What follows belongs to an exercise in optimizing a design on an open flow for small area; a production flow would make more cautious choices. Function was checked by simulation only, so behaviour that the tests miss may differ from the original. No activity file was given, so power comes from the tool's default toggle rates.

job 755:
==> flow/design.v <==
module swuart_bt (
    input  wire        clk,
    input  wire        rst,             
    input  wire        tick,            
    input  wire        rx_in,           
    input  wire        state_in,        
    input  wire        req_valid,
    input  wire [15:0] req_word,
    output wire        req_ready,       
    output wire [31:0] resp_data,
    output wire        resp_fault,
    output wire [1:0]  resp_code,
    output wire        tx_out,
    output wire        evt_connect,
    output wire        evt_disconnect
);
    localparam integer NMD_LIMIT       = 60;
    localparam integer TICKS_PER_MS    = 29;
    localparam integer TICKS_PER_EPOCH = 7200;
    localparam [3:0] OP_INIT        = 4'h1;
    localparam [3:0] OP_WAIT_READY  = 4'h2;
    localparam [3:0] OP_STATUS      = 4'h3;
    localparam [3:0] OP_WRITE       = 4'h4;
    localparam [3:0] OP_AVAILABLE   = 4'h5;
    localparam [3:0] OP_READ        = 4'h6;
    localparam [3:0] OP_CLOCK_RESET = 4'h7;
    localparam [3:0] OP_CLOCK_READ  = 4'h8;
    localparam [3:0] OP_CLOCK_PRESET= 4'h9;
    reg         enabled;
    reg         rx_act;           
    reg  [2:0]  rx_sub;
    reg  [8:0]  rx_sr;            
    reg         tx_busy;
    reg  [1:0]  tx_sub;
    reg  [8:0]  tx_sr;            
    reg         tx_line;
    reg  [7:0]  ring [0:31];
    reg  [4:0]  rb_hp;            
    reg  [5:0]  rb_cnt;
    reg         rb_pv;            
    reg  [7:0]  rb_pend;
    reg  [5:0]  nmd;
    reg  [31:0] ms_clock;
    reg  [4:0]  ms_sub;
    reg  [12:0] epoch_sub;
    reg  [4:0]  hist;             
    reg         epoch_evt;        
    reg  [2:0]  init_cd;
    wire connected = &hist[3:0];
    wire was_connected = &hist[4:1];
    assign evt_connect    = epoch_evt && connected && !hist[4];
    assign evt_disconnect = epoch_evt && was_connected && !hist[0];
    wire [3:0] op   = req_word[15:12];
    wire [3:0] rsv  = req_word[11:8];
    wire [7:0] imm8 = req_word[7:0];
    wire illegal = (op == 4'h0) || (op > OP_CLOCK_PRESET) || (rsv != 4'h0) ||
                   (op != OP_WRITE && op != OP_CLOCK_PRESET && imm8 != 8'h00);
    wire f_already = !illegal && op == OP_INIT && enabled;
    wire f_noten   = !illegal && op != OP_INIT && op != OP_STATUS && !enabled;
    wire fault     = illegal || f_already || f_noten;
    wire rb_empty    = (rb_cnt == 6'd0);
    wire nmd_expired = nmd[0] == 1'b0 && nmd[1] == 1'b0 && nmd[2] == 1'b0 && nmd[4] && nmd[5];
    wire ready_flag  = (init_cd == 3'd0);
    wire hold = !fault &&
                ((op == OP_WAIT_READY && !ready_flag) ||
                 (op == OP_WRITE      && tx_busy)     ||
                 (op == OP_READ       && rb_empty && !nmd_expired));
    assign req_ready  = !hold;
    assign resp_fault = fault;
    assign resp_code  = {f_already | f_noten, illegal | f_already};
    wire [3:0] rsel_lo = 4'd1 << rb_hp[1:0];
    wire [7:0] rsel_hi = 8'd1 << rb_hp[4:2];
    reg  [7:0] rd_ring;
    reg  [7:0] rd_cls;
    integer j, k;
    always @* begin
        rd_ring = 8'd0;
        for (k = 0; k < 4; k = k + 1) begin
            rd_cls = 8'd0;
            for (j = 0; j < 8; j = j + 1)
                rd_cls = rd_cls | (ring[4*j+k] & {8{rsel_hi[j]}});
            rd_ring = rd_ring | (rd_cls & {8{rsel_lo[k]}});
        end
    end
    wire [7:0] rd_byte = (rb_pv && rb_cnt == 6'd1) ? rb_pend : rd_ring;
    reg [31:0] result;
    always @* begin
        case (op)
            OP_STATUS:     result = {25'd0, tx_line, nmd_expired, rx_act, tx_busy,
                                     connected, ready_flag, enabled};
            OP_AVAILABLE:  result = {26'd0, rb_cnt};
            OP_READ:       result = rb_empty ? 32'd0 : {23'd0, 1'b1, rd_byte};
            OP_CLOCK_READ: result = ms_clock;
            default:       result = 32'd0;
        endcase
    end
    assign resp_data = fault ? 32'd0 : result;
    wire do_req = req_valid && !hold && !fault;
    wire n_enabled = enabled | (do_req && op == OP_INIT);
    wire tk = tick && n_enabled;
    wire pop = do_req && op == OP_READ && !rb_empty;
    wire       rx_done = tk && rx_act && rx_sr[0] && rx_sub == 3'd1;
    wire       full1 = rb_cnt[5] && !pop;    
    wire       push_nf = rx_done && !full1;
    wire [5:0] n_cnt = (pop && !push_nf) ? rb_cnt - 6'd1 :
                       (!pop && push_nf) ? rb_cnt + 6'd1 : rb_cnt;
    wire [4:0] n_hp  = rb_hp + ((pop || (rx_done && full1)) ? 5'd2 : 5'd1);
    wire [4:0] pend_pos = rb_hp + rb_cnt[4:0] - 5'd1;
    wire       wr   = rb_pv && pend_pos[3:0] == 4'hf;
    wire       wr0  = wr && pend_pos[4];
    wire       wr16 = wr && !pend_pos[4];
    integer i;
    always @(posedge clk) begin
        ring[0]  <= wr0  ? rb_pend : ring[31];
        ring[16] <= wr16 ? rb_pend : ring[15];
        for (i = 1; i < 32; i = i + 1)
            if (i != 16) ring[i] <= ring[i-1];
    end
    always @(posedge clk) begin
        rb_hp <= rst ? 5'd0 : n_hp;
        if (rx_done) rb_pend <= rx_sr[8:1];
    end
    wire ms_wrap    = ms_sub[0] == 1'b0 && ms_sub[1] == 1'b0 && ms_sub[3] && ms_sub[4];
    wire epoch_wrap = epoch_sub[12:2] == 11'b11110110100 && epoch_sub[0] == 1'b0;
    wire [4:0]  ms_next    = {ms_sub[3:0], ~(ms_sub[4] ^ ms_sub[1])};
    wire [12:0] epoch_next = {epoch_sub[11:0], ~(epoch_sub[12] ^ epoch_sub[0])};
    wire [5:0]  nmd_next   = {nmd[4:0], ~(nmd[5] ^ nmd[0])};
    wire        ms_load = rst || (do_req && (op == OP_CLOCK_RESET || op == OP_CLOCK_PRESET));
    wire [7:0]  ms_imm  = rst ? 8'd0 : imm8;
    always @(posedge clk)
        ms_clock <= (ms_load ? {4{ms_imm}} : ms_clock) + (!rst && tk && ms_wrap);
    always @(posedge clk) begin
        if (rst) begin
            enabled        <= 1'b0;
            rx_act         <= 1'b0;
            tx_busy        <= 1'b0;
            tx_line        <= 1'b1;
            rb_cnt         <= 6'd0;
            rb_pv          <= 1'b0;
            nmd            <= 6'd0;
            ms_sub         <= 5'd0;
            epoch_sub      <= 13'd0;
            hist           <= 5'd0;
            init_cd        <= 3'd4;
            epoch_evt      <= 1'b0;
        end else begin
            enabled <= n_enabled;
            rb_cnt  <= n_cnt;
            if (rx_done) rb_pv <= 1'b1;
            else if (wr) rb_pv <= 1'b0;
            if (do_req && op == OP_WRITE) begin
                tx_sr   <= {1'b1, imm8};
                tx_sub  <= 2'd3;       
                tx_busy <= 1'b1;
            end
            epoch_evt <= tk && epoch_wrap;
            if (tk) begin
                if (!rx_act) begin
                    if (!rx_in) begin
                        rx_sr  <= 9'h100;
                        rx_sub <= 3'd4;
                        rx_act <= 1'b1;
                    end else if (!nmd_expired) begin
                        nmd <= nmd_next;
                    end
                end else if (rx_sub == 3'd1) begin
                    rx_sub <= 3'd3;
                    if (!rx_sr[0]) begin
                        rx_sr <= {rx_in, rx_sr[8:1]};
                    end else begin
                        nmd    <= 6'd0;
                        rx_act <= 1'b0;
                    end
                end else begin
                    rx_sub <= rx_sub - 3'd1;
                end
                if (tx_busy || (do_req && op == OP_WRITE)) begin
                    if ((do_req && op == OP_WRITE) || tx_sub == 2'd3) begin
                        tx_line <= 1'b0;
                        tx_sub  <= 2'd2;
                    end else if (tx_sub != 2'd0) begin
                        tx_sub <= tx_sub - 2'd1;
                    end else if (tx_sr == 9'd0) begin
                        tx_busy <= 1'b0;
                    end else begin
                        tx_line <= tx_sr[0];
                        tx_sr   <= {1'b0, tx_sr[8:1]};
                        tx_sub  <= 2'd2;
                    end
                end
                ms_sub <= ms_wrap ? 5'd0 : ms_next;
                if (epoch_wrap) begin
                    epoch_sub <= 13'd0;
                    hist      <= {hist[3:0], state_in};
                    if (init_cd != 3'd0) init_cd <= init_cd - 3'd1;
                end else begin
                    epoch_sub <= epoch_next;
                end
            end
        end
    end
    assign tx_out = tx_line;
endmodule
export LEC_CHECK = 0
export CAP_MARGIN = 0
export CORE_MARGIN = 2
export CORE_UTILIZATION = 70
export PLACE_DENSITY = 0.8
export SLEW_MARGIN = 0
create_clock -name core_clock -period 10.0 [get_ports {clk}]
standard.sh (not shown) runs the stock make flow with config.mk's settings and CLKGATE_MAP_FILE= SYNTH_SCRIPT=/design/flow/synth_recipe.tcl, a recipe that flattens the netlist after the stock synthesis.
==> flow/flow/run.sh <==
#!/bin/bash
# Own layout flow: the standard ORFS flow (standard.sh) with these changes:
#  - synthesis is the standard synthesis script (synth_recipe.tcl, unchanged),
#    except that the ABC call that maps the combinational logic uses the
#    area-oriented script flow/area.abc with a 10 ns delay target instead of
#    ORFS's speed script (registers are mapped before ABC and are unchanged);
#  - the port buffers are sky130_fd_sc_hd__buf_1 (still one per port);
#  - CTS uses clkbuf_8 with larger sink clusters and no dummy loads.
# Each step's full output is in orfs/logs/...; make's own output in flow_make.log.
set -euo pipefail
W=$(pwd)
cat > "$W/flow_synth.tcl" <<EOT
proc abc {args} {
  set i [lsearch \$args -script]
  if {\$i >= 0} { set args [lreplace \$args \$i [expr {\$i+1}] -script $W/flow/area.abc] }
  set j [lsearch \$args -D]
  if {\$j >= 0} { set args [lreplace \$args \$j [expr {\$j+1}] -D 10000] }
  puts "flow_synth.tcl: abc \$args"
  yosys abc {*}\$args
}
source $W/synth_recipe.tcl
EOT
sed "s#SYNTH_SCRIPT=[^ ]*#SYNTH_SCRIPT=$W/flow_synth.tcl#" standard.sh > flow_standard.sh
grep -q "SYNTH_SCRIPT=$W/flow_synth.tcl" flow_standard.sh
bash flow_standard.sh \
  "BUFFER_PORTS_ARGS=-buffer_cell sky130_fd_sc_hd__buf_1" \
  "CTS_ARGS=-sink_clustering_enable -repair_clock_nets -dont_use_dummy_load -buf_list sky130_fd_sc_hd__clkbuf_8 -sink_clustering_size 20 -sink_clustering_max_diameter 50" \
  MATCH_CELL_FOOTPRINT=0 \
  finish > flow_make.log 2>&1
==> flow/flow/area.abc <==
strash
&get -n
&fraig -x
&put
scorr
dc2
dretime
strash
&get -n
&dch -f
&nf -R 1000
&put
The following lists how job 8092 was set up differently from job 755:
-- flow/flow/run.sh --
<<< job 755, line 26
  "BUFFER_PORTS_ARGS=-buffer_cell sky130_fd_sc_hd__buf_1" \
  "CTS_ARGS=-sink_clustering_enable -repair_clock_nets -dont_use_dummy_load -buf_list sky130_fd_sc_hd__clkbuf_8 -sink_clustering_size 20 -sink_clustering_max_diameter 50" \
  MATCH_CELL_FOOTPRINT=0 \
  finish > flow_make.log 2>&1
>>> job 8092, line 26
  "BUFFER_PORTS_ARGS=-buffer_cell sky130_fd_sc_hd__buf_1" \
  "CTS_ARGS=-sink_clustering_enable -repair_clock_nets -dont_use_dummy_load -buf_list sky130_fd_sc_hd__clkbuf_8 -sink_clustering_size 20 -sink_clustering_max_diameter 50" \
  MATCH_CELL_FOOTPRINT=0 RECOVER_POWER=100 \
  finish > flow_make.log 2>&1
Findings:
- [job 8092] flow finished | final checks: failed | reasons: capacitance limit, slew limit
- Synthesized area came out exactly the same in job 8092 and job 755.
- Final-layout worst hold slack was higher in the run labelled job 755.
- Post-synthesis to final-layout area growth (lower): job 8092
- Depth of the worst hold-timing path came out exactly the same in job 8092 and job 755.
- Between job 8092 and job 755, the clock network contribution to total cell area figures differ only marginally.
- Diff job 755 -> job 8092: number of global-route vias before repair was more or less identical; share of layout cells above drive strength 1 went down by 0.42 points.
#### Input delta (job 8756 over job 8092)
-- flow/flow/run.sh --
<<< job 8092, line 26
  "BUFFER_PORTS_ARGS=-buffer_cell sky130_fd_sc_hd__buf_1" \
  "CTS_ARGS=-sink_clustering_enable -repair_clock_nets -dont_use_dummy_load -buf_list sky130_fd_sc_hd__clkbuf_8 -sink_clustering_size 20 -sink_clustering_max_diameter 50" \
  MATCH_CELL_FOOTPRINT=0 RECOVER_POWER=100 \
  finish > flow_make.log 2>&1
>>> job 8756, line 26
  "BUFFER_PORTS_ARGS=-buffer_cell sky130_fd_sc_hd__buf_1" \
  "CTS_ARGS=-sink_clustering_enable -repair_clock_nets -dont_use_dummy_load -buf_list sky130_fd_sc_hd__clkbuf_8 -sink_clustering_size 20 -sink_clustering_max_diameter 50" \
  finish > flow_make.log 2>&1
--- outcome ---
Job 8756 and job 8092 ended up with roughly the same power density of the placed cells. [compare] base=job 8092 new=job 8756: worst setup slack grew by 0.49 ns, sum of routed wire length over all layers held steady, filler cell count in the final layout shrank by about 0.34%. Comparing job 8092 against job 8756, there is no change at all in number of multi-input logic gates. [compare] base=job 8092 new=job 8756: synthesized-area fraction occupied by adder cells was more or less identical, part of the cycle the worst path needs went down by 4.9 points. Looking at the reports, job 8756 completed the entire flow and the layout it produced met the timing, design-rule and antenna checks. Between job 8756 and job 8092, the clock power figures differ only marginally. Job 8756 -> job 8092: weighted congestion reported at the end of routability-driven placement flat. Peak supply drop: job 8756 vs job 8092, no meaningful difference.
## Diff of input files: job 5025 against job 8756
- swapping 0 for 20 in SLEW_MARGIN
- swapping 70 for 60 in CORE_UTILIZATION
- swapping 0 for 20 in CAP_MARGIN
- swapping 0.8 for 0.7 in PLACE_DENSITY
-- flow/flow/run.sh --
<<< job 8756, line 25
bash flow_standard.sh \
  "BUFFER_PORTS_ARGS=-buffer_cell sky130_fd_sc_hd__buf_1" \
  "CTS_ARGS=-sink_clustering_enable -repair_clock_nets -dont_use_dummy_load -buf_list sky130_fd_sc_hd__clkbuf_8 -sink_clustering_size 20 -sink_clustering_max_diameter 50" \
  finish > flow_make.log 2>&1
>>> job 5025, line 25
bash flow_standard.sh \
  "BUFFER_PORTS_ARGS=-buffer_cell sky130_fd_sc_hd__buf_1" \
  "CTS_ARGS=-sink_clustering_enable -repair_clock_nets -dont_use_dummy_load -buf_list sky130_fd_sc_hd__clkbuf_8 -sink_clustering_size 16 -sink_clustering_max_diameter 60" \
  finish > flow_make.log 2>&1
--- outcome ---
Via count (job 5025 over job 8756): decrease, about 1.5%. Relative to job 8756, the ratio of cells with drive above 1 in the final layout of job 5025 is higher by 0.24 points. Job 5025 against job 8756: leakage power rose by 0.35%; row count went up by 4; number of global-route vias before repair went down 1.0%. | cell area after layout | job 5025 vs job 8756 | about 0.6% higher |. Global-route wire length before repair of job 5025 exceeds that of job 8756 slightly. ~same total power in job 8756 and job 5025.
diff inputs: job 5025 => job 3455
- changing CAP_MARGIN from 20 to 0
- changing CORE_UTILIZATION from 60 to 70
- changing PLACE_DENSITY from 0.7 to 0.8
- changing SLEW_MARGIN from 20 to 0
-- flow/flow/run.sh --
<<< job 5025, line 25
bash flow_standard.sh \
  "BUFFER_PORTS_ARGS=-buffer_cell sky130_fd_sc_hd__buf_1" \
  "CTS_ARGS=-sink_clustering_enable -repair_clock_nets -dont_use_dummy_load -buf_list sky130_fd_sc_hd__clkbuf_8 -sink_clustering_size 16 -sink_clustering_max_diameter 60" \
  finish > flow_make.log 2>&1
>>> job 3455, line 25
bash flow_standard.sh \
  "BUFFER_PORTS_ARGS=-buffer_cell sky130_fd_sc_hd__buf_1" \
  "CTS_ARGS=-sink_clustering_enable -repair_clock_nets -dont_use_dummy_load -buf_list sky130_fd_sc_hd__clkbuf_16 -sink_clustering_size 30 -sink_clustering_max_diameter 60" \
  finish > flow_make.log 2>&1
Taking job 5025 as the reference point, the final cell count of job 3455 falls by 57.
Of the two values seen for capture point of the critical path, ms_clock[30] was produced by job 5025 and ms_clock[25] by job 3455.
Job 5025 → job 3455: latest clock arrival within the worst-skew pair down 0.07 ns, combinational power higher.

* * *

Another version of the RTL of swuart_bt (not shown whole).
For scale: about 1,100 cells after synthesis, roughly 370 flip-flops, about 61 I/O pins.
export LEC_CHECK = 0
export CAP_MARGIN = 20
export CORE_MARGIN = 2
export CORE_UTILIZATION = 60
export GPL_TIMING_DRIVEN = 0
export PLACE_DENSITY = 0.7
export SLEW_MARGIN = 20
create_clock -name core_clock -period 10.0 [get_ports {clk}]
==> flow/flow/run.sh <==
#!/bin/bash
# Own layout flow: the standard ORFS flow (standard.sh) with these changes:
#  - synthesis is the standard synthesis script (synth_recipe.tcl, unchanged),
#    except that the ABC call that maps the combinational logic uses the
#    area-oriented script flow/area.abc with a 10 ns delay target instead of
#    ORFS's speed script (registers are mapped before ABC and are unchanged);
#  - the port buffers are sky130_fd_sc_hd__buf_1 (still one per port);
#  - CTS uses clkbuf_8 with larger sink clusters and no dummy loads.
# Each step's full output is in orfs/logs/...; make's own output in flow_make.log.
set -euo pipefail
W=$(pwd)
cat > "$W/flow_synth.tcl" <<EOT
proc abc {args} {
  set i [lsearch \$args -script]
  if {\$i >= 0} { set args [lreplace \$args \$i [expr {\$i+1}] -script $W/flow/area.abc] }
  set j [lsearch \$args -D]
  if {\$j >= 0} { set args [lreplace \$args \$j [expr {\$j+1}] -D 10000] }
  puts "flow_synth.tcl: abc \$args"
  yosys abc {*}\$args
}
source $W/synth_recipe.tcl
EOT
sed "s#SYNTH_SCRIPT=[^ ]*#SYNTH_SCRIPT=$W/flow_synth.tcl#" standard.sh > flow_standard.sh
grep -q "SYNTH_SCRIPT=$W/flow_synth.tcl" flow_standard.sh
bash flow_standard.sh \
  "BUFFER_PORTS_ARGS=-buffer_cell sky130_fd_sc_hd__buf_1" \
  "CTS_ARGS=-sink_clustering_enable -repair_clock_nets -dont_use_dummy_load -buf_list sky130_fd_sc_hd__clkbuf_8 -sink_clustering_size 16 -sink_clustering_max_diameter 60" \
  finish > flow_make.log 2>&1
Scripts as last shown in full above: flow/flow/area.abc
The first run went through all stages and came out clean.
Edit:
GPL_TIMING_DRIVEN = not set   (was 0)
Result: Total power decreases by 0.50%. Via count drops by 1.2%. Clock power is lower by about 1%.
Edit:
--- a/flow/flow/run.sh
+++ b/flow/flow/run.sh
@@ -27 +27 @@
-  "CTS_ARGS=-sink_clustering_enable -repair_clock_nets -dont_use_dummy_load -buf_list sky130_fd_sc_hd__clkbuf_8 -sink_clustering_size 16 -sink_clustering_max_diameter 60" \
+  "CTS_ARGS=-sink_clustering_enable -repair_clock_nets -dont_use_dummy_load -buf_list sky130_fd_sc_hd__clkbuf_8 -sink_clustering_size 20 -sink_clustering_max_diameter 50" \
CAP_MARGIN = 0   (was 20)
CORE_UTILIZATION = 70   (was 60)
PLACE_DENSITY = 0.8   (was 0.7)
SLEW_MARGIN = 0   (was 20)
Synthesized area stays the same.
Clock power goes down by about 1%.
Wire length goes down by 1.8%.
Cell area goes down by 1.0%.
Sequential power hardly moves.
Via count goes up by 0.83%.
Global-route usage goes up by 4.4 points.
Sequential share of layout area goes up by 0.57 points.

## separate check: timing with driven ports
How much do the figures lean on ideal ports? The routed layouts below were timed once more, with nothing changed but the port constraints. Step 1 sets driving cells, clkbuf_16 on the clock port and buf_2 on the other inputs (assumed; they add their load-dependent delay and slew). Step 2 moves the port delays by t, midway between the first and last clock arrival at a register: inputs arrive t later, outputs are due t later. That takes back most of the time a late clock gives input paths. Slacks: no drivers / after step 1 / after step 2; pairs: no drivers / after step 1.
| run | t (ns) | setup slack, ns | latest minus earliest clock arrival (ns) | worst register clock-pin slew, ns | worst slew at a driven data input, ns |
|---|---|---|---|---|---|
| job 755 | 0.603 | 2.806 / 2.828 / 2.226 | 0.098 / 0.099 | 0.12 / 0.12 | 0.03 |
| job 8092 | 0.598 | 2.315 / 2.335 / 1.737 | 0.096 / 0.096 | 0.11 / 0.11 | 0.03 |
| job 8756 | 0.603 | 2.806 / 2.828 / 2.226 | 0.098 / 0.099 | 0.12 / 0.12 | 0.03 |
| job 5025 | 0.606 | 2.767 / 2.785 / 2.180 | 0.086 / 0.087 | 0.11 / 0.11 | 0.03 |
| job 3455 | 0.545 | 2.739 / 2.765 / 2.219 | 0.063 / 0.063 | 0.10 / 0.10 | 0.03 |
| the first run of note 2 | 0.627 | 1.903 / 1.929 / 1.301 | 0.065 / 0.065 | 0.10 / 0.10 | 0.03 |
| the second run of note 2 | 0.615 | 2.839 / 2.863 / 2.248 | 0.032 / 0.032 | 0.11 / 0.11 | 0.04 |
| the third run of note 2 | 0.607 | 2.419 / 2.436 / 1.829 | 0.081 / 0.081 | 0.12 / 0.12 | 0.04 |
For the first run of note 2, which loses most, drivers alone change the setup slack by +0.026 ns; drivers and shift together by -0.602 ns.
